This design comes from an exercise in tuning for small area, a short achievable clock period and few clock cycles per item on the open sky130 flow, not from production work. In this exercise RTL edits were held to simulation tests only and were not proved equivalent to the original. Power and IR drop assume default switching activity.

Setup of trial 36:
// envelope_generator
module envelope_generator (
    input  wire        clk,
    input  wire        rst,           
    input  wire        cmd_valid,
    output wire        cmd_ready,
    input  wire [1:0]  cmd_op,        
    input  wire [4:0]  cmd_voice,     
    input  wire [3:0]  cmd_ar,        
    input  wire [3:0]  cmd_d1r,       
    input  wire [3:0]  cmd_d2r,       
    input  wire [3:0]  cmd_rr,        
    input  wire [3:0]  cmd_dl,        
    input  wire [3:0]  cmd_krs,       
    input  wire [3:0]  cmd_oct,       
    input  wire        cmd_oct_lsb,   
    output reg         rsp_valid,
    output reg  [9:0]  rsp_level,     
    output reg         rsp_stop       
);
Size: about 2900 cells after synthesis, roughly 52 I/O pins, roughly 42000 sq um of cells after synthesis.
clock: 15.0 ns
lec_check: 0
cap_margin: 20
core_margin: 2
core_utilization: 65
cts_cluster_diameter: 150
cts_cluster_size: 26
slew_margin: 20
synth_memory_max_bits: 65536
standard.sh (not shown) runs the stock make flow with config.mk's settings and CLKGATE_MAP_FILE= SYNTH_SCRIPT=/design/flow/synth_recipe.tcl, a recipe that flattens the netlist after the stock synthesis.
==> flow/flow/run.sh <==
#!/bin/bash
# The standard layout (standard.sh), with three changes:
#  1. After the standard synthesis, the combinational logic between the
#     registers is mapped again by Yosys/ABC (yosys.log): the registers keep
#     their names and cells; only the gates between them change.
#  2. The buffers placed on the ports are sky130_fd_sc_hd__buf_2 cells instead of
#     the slow delay buffer the placer picks by default.
#  3. The timing repair after clock tree synthesis and global routing aims for a
#     setup slack margin of 10.9 ns at the design's clock period.
set -euo pipefail
W=$(pwd)
R=$W/orfs/results/$FLOW_PLATFORM/envelope_generator/base
LIB=$FLOW_HOME/platforms/$FLOW_PLATFORM/lib/sky130_fd_sc_hd__tt_025C_1v80.lib
YOSYS=$(command -v yosys || echo $FLOW_HOME/../tools/install/yosys/bin/yosys)
DONT_USE="sky130_fd_sc_hd__lpflow_bleeder_1 sky130_fd_sc_hd__lpflow_clkbufkapwr_1 sky130_fd_sc_hd__lpflow_clkbufkapwr_16 sky130_fd_sc_hd__lpflow_clkbufkapwr_2 sky130_fd_sc_hd__lpflow_clkbufkapwr_4 sky130_fd_sc_hd__lpflow_clkbufkapwr_8 sky130_fd_sc_hd__lpflow_clkinvkapwr_1 sky130_fd_sc_hd__lpflow_clkinvkapwr_16 sky130_fd_sc_hd__lpflow_clkinvkapwr_2 sky130_fd_sc_hd__lpflow_clkinvkapwr_4 sky130_fd_sc_hd__lpflow_clkinvkapwr_8 sky130_fd_sc_hd__lpflow_decapkapwr_12 sky130_fd_sc_hd__lpflow_decapkapwr_3 sky130_fd_sc_hd__lpflow_decapkapwr_4 sky130_fd_sc_hd__lpflow_decapkapwr_6 sky130_fd_sc_hd__lpflow_decapkapwr_8 sky130_fd_sc_hd__lpflow_inputiso0n_1 sky130_fd_sc_hd__lpflow_inputiso0p_1 sky130_fd_sc_hd__lpflow_inputiso1n_1 sky130_fd_sc_hd__lpflow_inputiso1p_1 sky130_fd_sc_hd__lpflow_inputisolatch_1 sky130_fd_sc_hd__lpflow_isobufsrc_1 sky130_fd_sc_hd__lpflow_isobufsrc_16 sky130_fd_sc_hd__lpflow_isobufsrc_2 sky130_fd_sc_hd__lpflow_isobufsrc_4 sky130_fd_sc_hd__lpflow_isobufsrc_8 sky130_fd_sc_hd__lpflow_isobufsrckapwr_16 sky130_fd_sc_hd__lpflow_lsbuf_lh_hl_isowell_tap_1 sky130_fd_sc_hd__lpflow_lsbuf_lh_hl_isowell_tap_2 sky130_fd_sc_hd__lpflow_lsbuf_lh_hl_isowell_tap_4 sky130_fd_sc_hd__lpflow_lsbuf_lh_isowell_4 sky130_fd_sc_hd__lpflow_lsbuf_lh_isowell_tap_1 sky130_fd_sc_hd__lpflow_lsbuf_lh_isowell_tap_2 sky130_fd_sc_hd__lpflow_lsbuf_lh_isowell_tap_4 sky130_fd_sc_hd__probe_p_8 sky130_fd_sc_hd__probec_p_8 "

export BUFFER_PORTS_ARGS="-buffer_cell sky130_fd_sc_hd__buf_2"
export SETUP_SLACK_MARGIN=10.9

# standard synthesis
bash standard.sh synth > standard_synth.log 2>&1

# map the logic between the registers again
cp $R/1_2_yosys.v $W/standard_netlist.v
FF=$(grep -oE "sky130_fd_sc_hd__e?dfxtp_[0-9]+" $W/standard_netlist.v | sort -u | tr '\n' ' ')
DU=""
for c in $DONT_USE; do DU="$DU -dont_use $c"; done
cat > $W/remap.ys <<EOT
read_liberty -ignore_miss_func $LIB
read_verilog $W/standard_netlist.v
hierarchy -top $FLOW_TOP
blackbox $FF
flatten
opt -purge
abc -liberty $LIB $DU -D 4000
opt_clean -purge
stat -liberty $LIB
write_verilog -noattr $W/remapped.v
EOT
$YOSYS -s $W/remap.ys > $W/yosys.log 2>&1
cp $W/remapped.v $R/1_2_yosys.v
rm -f $R/1_synth.odb $R/1_synth.sdc

# the rest of the standard layout
bash standard.sh > standard_flow.log 2>&1
Trial 36 finished every stage and its layout cleared the timing, DRC and antenna checks.
Testbench counts of trial 36, summed over its fixed seeds: cycles 46,656, cmds 45,850.
Changes in build 50 relative to trial 36:
- a change of CTS_CLUSTER_DIAMETER from 150 to 100
- a change of CTS_CLUSTER_SIZE from 26 to 20
==> comparison <==
- The estimated power of build 50 ends up higher than the estimate for trial 36.
- Looking at power per standard cell area, build 50 sits above trial 36.
- Relative to trial 36, build 50 degrades worst setup slack.
- Re cell count after synthesis: no difference whatsoever between trial 36 and build 50.
- Comparing build 50 with trial 36, the share of total power in combinational logic came out essentially unchanged.
- Compared with trial 36, build 50 shows a area added between synthesis and finish that is 1.2 points higher.
- Via total after detailed routing was higher in build 50 than in trial 36.

==> port drivers added, routing unchanged <==
In the flow no input, the clock included, has a driving cell. The finished layouts below were timed again as built, in two steps. Step 1 assumes that a clkbuf_16 drives the clock port and a buf_2 every other input. Step 2 moves the port delays by t, midway between the first and last clock arrival at a register: inputs arrive t later, outputs are due t later. That takes back most of the time a late clock gives input paths. Slacks: no drivers / after step 1 / after step 2; pairs: no drivers / after step 1.
| run | t (ns) | slack for setup (ns) | hold WS [ns] | pins driven straight from the clock port |
|---|---|---|---|---|
| trial 36 | 0.716 | 10.852 / 10.787 / 10.477 | 0.303 / 0.303 / 0.303 | 1 |
| build 50 | 0.729 | 10.834 / 10.768 / 10.228 | 0.301 / 0.301 / 0.301 | 1 |
After both steps setup and hold are still met in every run listed. For build 50, which loses most, drivers alone change the setup slack by -0.066 ns; drivers and shift together by -0.606 ns.
